What follows belongs to an exercise in optimizing a design on an open flow for small area, a short achievable clock period and few clock cycles per item; a production flow would make more cautious choices.
Only simulation tests tie the RTL to the original design; equivalence was not proved.

==> flow/design.v, too long to show whole: its modules and the start of the top module <==
// module armax_sb0: 100 lines
// module armax_sb1: 102 lines
// module armax_sb2: 101 lines
// module armax_sb3: 101 lines
// module armax_sb4: 109 lines
// module armax_sb5: 108 lines
// module armax_sb6: 98 lines
// module armax_sb7: 109 lines
// module armax_un1: 30 lines
// module armax_un2: 30 lines
// module armax_decrypt: 486 lines
module armax_decrypt (
    input  wire        clk,
    input  wire        rst,
    input  wire        in_valid,
    output wire        in_ready,
    input  wire [31:0] in_addr,
    input  wire [31:0] in_val,
    output wire        out_valid,
    input  wire        out_ready,
    output wire [31:0] out_addr,
    output wire [31:0] out_val
);
  // ...
==> flow/flow/run.sh <==
#!/bin/bash
# Own layout flow: the standard ORFS flow (standard.sh), except that
#  - synthesis maps the logic with flow/abc_map.script instead of ORFS's
#    abc_speed/abc_area script (delay-oriented &nf mapping, no ABC buffering
#    or sizing; OpenROAD sizes the gates later), and extracts no half/full adders
#    (ADDER_MAP_FILE empty); registers, their names and cell types are those
#    of the standard synthesis;
#  - repair_timing aims for 6.7 ns of setup slack (SETUP_SLACK_MARGIN),
#    so that it sizes the gates of the longest paths;
#  - the port buffers are sky130_fd_sc_hd__buf_2 (ORFS otherwise picks a
#    delay buffer, clkdlybuf4s50_1).
# Each step's full log is in orfs/logs/; make's output is in synth.log and
# layout.log here.
set -euo pipefail
here=$(pwd)
export MY_ABC_SCRIPT="$here/flow/abc_map.script"
extra="SYNTH_SCRIPT=$here/flow/my_synth.tcl ADDER_MAP_FILE= 'BUFFER_PORTS_ARGS=-buffer_cell sky130_fd_sc_hd__buf_2' SETUP_SLACK_MARGIN=6.7"
sed -e "s#SYNTH_SCRIPT=[^ ]*#$extra#" standard.sh > own_standard.sh
grep -q "my_synth.tcl ADDER_MAP_FILE=" own_standard.sh
bash own_standard.sh synth > synth.log 2>&1
bash own_standard.sh finish > layout.log 2>&1
test -s out/final.def
==> flow/flow/abc_map.script <==
strash
&get -n
&fraig -x
&put
dc2
strash
&get -n
&dch -f
&nf -D 1000
&put
==> flow/flow/my_synth.tcl <==
proc synth {args} { yosys synth -nofsm -noshare {*}$args }
# Technology mapping with this flow's own ABC script (flow/abc_map.script)
# in place of ORFS's abc_area/abc_speed scripts.
if {[info exists ::env(MY_ABC_SCRIPT)] && $::env(MY_ABC_SCRIPT) ne ""} {
  proc abc {args} {
    set i [lsearch -exact $args -script]
    if {$i >= 0} { lset args [expr {$i + 1}] $::env(MY_ABC_SCRIPT) }
    puts "abc with script $::env(MY_ABC_SCRIPT)"
    yosys abc {*}$args
  }
}
source $::env(SCRIPTS_DIR)/synth.tcl
# left out here: clear keep_hierarchy, flatten, clean up, hide names made inside functions, write 1_2_yosys.v
==> flow/standard.sh <==
#!/bin/bash
# synth_recipe.tcl (not shown) runs the flow's synth.tcl, then flattens the netlist and writes it again
# the make line also repeats each setting of config.mk as NAME=value (left out here)
make -C /OpenROAD-flow-scripts/flow DESIGN_CONFIG=/design/flow/config.mk WORK_HOME=/design/flow/orfs CLKGATE_MAP_FILE= SYNTH_SCRIPT=/design/flow/synth_recipe.tcl "${@:-finish}"
==> flow/config.mk <==
export PLATFORM = sky130hd
export DESIGN_NAME = armax_decrypt
export DESIGN_NICKNAME = armax_decrypt
export VERILOG_FILES = /design/flow/design.v
export SDC_FILE = /design/flow/constraint.sdc
export NUM_CORES = 4
export LEC_CHECK = 0
export CAP_MARGIN = 20
export CORE_MARGIN = 2
export CORE_UTILIZATION = 78
export PLACE_DENSITY = 0.86
export SLEW_MARGIN = 20
==> flow/constraint.sdc <==
create_clock -name core_clock -period 10.0 [get_ports {clk}]
set_input_delay 2.0000 -clock core_clock [delete_from_list [all_inputs] [get_ports {clk}]]
set_output_delay 2.0000 -clock core_clock [all_outputs]
set_load 0.01 [all_outputs]
==> impl_results.md, run 1 <==
- Status: finished clean
- Largest family of logic cells by synthesized area: compound AO/OA/AOI/OAI gates
- Crit path max-delay family: flip-flops
- Largest net degree at the start of global routing: 95
- Seq_cells: 1188
- Final clock-cell share: 0.0457
- Fraction of area in multi-input gates: 0.535
- DRC: 0
- Buf+Inv Stages, Crit Path: 1
- Worst Hold End: v_s[3]
- GR peak layer: met2
- GR Util All Layers: 0.450
- Final setup violating endpoints: 0
- Vias: 83418
- Fin. max-slew vios: 0
- CLK BUF: 171
- Hold WC Path Type: reg -> reg
- Port Buffers: 133
- Synthesis-stage register bit count: 1188
- Area of the multi-input gates: 48900 um^2
- Tightest Pin Transition: 1170 ps
- Sequential share of cell area: 0.380
- Post-Synthesis Net Count: 9878
- Number of synthesized flops with an enable pin: 1088
- Inst Count DP: 11255
- Cts repair resizes: 5
- CTS Hold Bufs: 0
- Post-Synth Adder-Cell Area: 0
- Number of DRC violations after detailed-routing iteration 0: 14944
- M1 wire length: 94300 um
- Worst Hold Depth: 1
- Most common library cells after synthesis: 1186 x nand2_1, 1088 x edfxtp_1, 1051 x nor2_1
- Fin. Hold Viols: 0
- WL met2: 112000 um
- Initial core utilization: 0.783
Testbench counts, summed over its fixed seeds: cycles 3,336, items 3,200.
==> run 2, diff against run 1 <==
--- a/flow/flow/run.sh
+++ b/flow/flow/run.sh
@@ -7,3 +7,3 @@
 #    of the standard synthesis;
-#  - repair_timing aims for 6.7 ns of setup slack (SETUP_SLACK_MARGIN),
+#  - repair_timing aims for 6.5 ns of setup slack (SETUP_SLACK_MARGIN),
 #    so that it sizes the gates of the longest paths;
@@ -16,3 +16,3 @@
 export MY_ABC_SCRIPT="$here/flow/abc_map.script"
-extra="SYNTH_SCRIPT=$here/flow/my_synth.tcl ADDER_MAP_FILE= 'BUFFER_PORTS_ARGS=-buffer_cell sky130_fd_sc_hd__buf_2' SETUP_SLACK_MARGIN=6.7"
+extra="SYNTH_SCRIPT=$here/flow/my_synth.tcl ADDER_MAP_FILE= 'BUFFER_PORTS_ARGS=-buffer_cell sky130_fd_sc_hd__buf_2' SETUP_SLACK_MARGIN=6.5"
 sed -e "s#SYNTH_SCRIPT=[^ ]*#$extra#" standard.sh > own_standard.sh
==> impl_results.md, run 2 <==
- Status: finished clean
- Fin. Hold Viols: 0 (unchanged)
- H-tree levels: 4
- Most frequent cells in the layout: 1186 x nand2_1, 1088 x edfxtp_1, 1050 x nor2_1
- Crit path max-delay cell type: edfxtp_1
- Worst Hold End: v_s[21]
- Die ar.: 112000 um^2
- Yosys warning total: 1
- Post-synth top area share: 0.385
- Tightest Pin Transition: 1010 ps (-163 ps)
- Grt total ovfl: 0
- Fin Setup TNS: 0 ps
- Most used DFF post-synth: edfxtp_1
- Largest net degree at the start of global routing: 82 (-14%)
- TritonCTS clock tree: yes
- Area growth from synthesis to layout: 7.57%
- Pre-CTS setup slack: 6120 ps
- Num rows: 121
- Post-DP HPWL: 176000 um
- Reg2Reg Capture Point: v_o[25]
- Slew HR: 0.326
- Mapped cell area: 84900 um^2
- Cts repair resizes: 0 (-5)
- RePlAce Congestion: 1.01
- Post-Route Skew: 27.8 ps
- R2r worst-path depth: 8
- First-pass GRT wire length: 399000 um
- Final setup violating endpoints: 0 (unchanged)
- Most common cell after layout, fill and taps aside: nand2_1
- # IOs: 134
- Top-count cell post-synth: nand2_1
- Final ANT Viol Nets: 0
- Worst Path Max Fanout: 1
- Initial core utilization: 0.783 (unchanged)
- Max_cap viols: 0
- Clock root cell: clkbuf_16
- Vias: 83259 (-0.19%)
- Total CTS buffers: 130
- Core Footprint: 108000 um^2
- Buf+Inv Stages, Crit Path: 1 (unchanged)
- Reg-to-reg setup timing slack: 6690 ps
- Endpoint type of the worst setup path: output pin
- Fin worst setup slack: 6620 ps
- Bufs on Longest Clock Path: 3
- Clk Latency, worst-skew pair: 770 ps
- Number of DRC violations after detailed-routing iteration 0: 14934 (-0.067%)
- Hold WC Path Type: reg -> reg
- GR Util All Layers: 0.446 (-0.00376)
- Drt via density: 7.25
- Post-layout min period: 3380 ps
- Critical path cell sequence: buf_2
- First-pass detailed-route iteration total: 10
- Area contributors post-synth: edfxtp_1 38%, o21ai_0 5.7%, xnor2_1 5.3%
- Netlist cell types: 77
- Reg-to-Reg Start: a_r15[12]
- Initial antenna violation count: 14
- Crit path arrival time: 1380 ps
- Share of cells above drive strength 1: 0.0368
- Number of global-route vias before repair: 73241
- Minimum hold slack: 467 ps
- Element type at the critical path start: flip-flop
- Port Buffers: 133 (unchanged)
- Synth async-reset ratio: 0
- Worst path max stage delay: 430 ps
- Die height: 334 um
- DRC: 0 (unchanged)
- Worst Hold Depth: 1 (unchanged)
- Critical path type: reg -> out
- Synthesis-stage register bit count: 1188 (unchanged)
- Gate Count Post-Synth: 9810
- F_max: 0.296 GHz
- Post-synthesis sequential area ratio: 0.408
- Largest area contributor in the netlist: edfxtp_1
- Syn_area_per_cell: 8.66 um^2
- Crit path max-delay family: flip-flops
- Fin. max-slew vios: 0 (unchanged)
- Final Cycle Share: 0.338
- Post-Synthesis Net Count: 9878 (unchanged)
- Worst-path clk slew: 70 ps
- Number of synthesized flops with an enable pin: 1088 (unchanged)
- RSZ-0062 raised after global routing: false
- Min-Delay Startpoint: v_s[21]
- Most common library cells after synthesis: 1186 x nand2_1, 1088 x edfxtp_1, 1051 x nor2_1
- Clock Sinks: 1188
- Die Wd: 334 um
- Total Nets Final: 10039
- Final WL: 259000 um
- Util after Layout: 0.843
- Wirelength per Cell: 22.5 um
- Crit path required time: 8000 ps
## run 2: cell counts after synthesis
Identical to the previous run, type by type.
## run 2: layout make-up
type	count	area, um^2
fillers	6340	17000
repair buffers	156	838
well taps	1414	1770
clock inverters	66	704
multi-input cells	8273	48900
clock buffers	167	3570
diodes	2	5.00
inverters	222	833
flip-flops and latches	1188	34700
## run 2: kinds of logic (layout without fill, tap and decap cells)
kind of cell              Yosys count  after routing  synth area share
and+or+nand+nor                  3759           3759             0.206
AOI/OAI and AO/OA                3423           3423             0.252
DFF                              1188           1188             0.408
xor gates and xnor gates          999            999             0.106
buffers and inverters             349            611            0.0156
muxes                              92             92            0.0122
other                               0              2                 0
## run 2: worst max-delay path by stage
stage                     depth (start not counted)          end  slack [ps]       from
final                                             1  out_addr[0]        6620     v_o[1]
after global routing                              8      v_o[25]        6520  a_r15[12]
after CTS                                         1  out_addr[0]        6610     v_o[1]
after detailed placement                          5        en_r7        6120  out_ready
after global placement                            5        en_r4        6200  out_ready
after floorplan                                   3        en_r0        6570  out_ready
## run 2: metal layers
layer,part of all wire,routed length [um],GRT usage,up-vias
met1,0.36,93400,0.619,38108
met4,0.055,14200,0.211,14
met5,0.00043,111,0,-
met3,0.15,39400,0.114,1112
li1,-,-,-,37277
met2,0.43,112000,0.659,6748
## run 2: stage by stage
stage	instance area [um^2]	cells
6_report	91400	11488
5_1_grt	91300	11486
3_5_place_dp	87100	11252
4_1_cts	91300	11485
3_3_place_gp	87100	11252
2_1_floorplan	84900	9810
## run 2: what timing repair did
action                     CTS  global route
setup endpoints to repair    0             1
buffers inserted             0             1
hold buffers                 0             0

[separate check: timing with driven ports]
The flow's constraints put no driver on any port. The routed layouts listed below were extracted and timed again, unchanged, in two steps. Step 1 assumes that a clkbuf_16 drives the clock port and a buf_2 every other input. Step 2 moves the port delays by t, midway between the first and last clock arrival at a register: inputs arrive t later, outputs are due t later. That takes back most of the time a late clock gives input paths. Slacks: ideal / step 1 / step 2; pairs: ideal / step 1.
run	shift t [ns]	setup slack, ns	hold slack, ns	slew at the worst register clock pin (ns)
run 1	0.847	6.515 / 6.431 / 6.606	0.464 / 0.464 / 0.464	0.07 / 0.07
run 2	0.839	6.624 / 6.541 / 6.029	0.467 / 0.467 / 0.467	0.07 / 0.07
After both steps setup and hold are still met in every run listed. For run 2, which loses most, drivers alone change the setup slack by -0.083 ns; drivers and shift together by -0.595 ns.
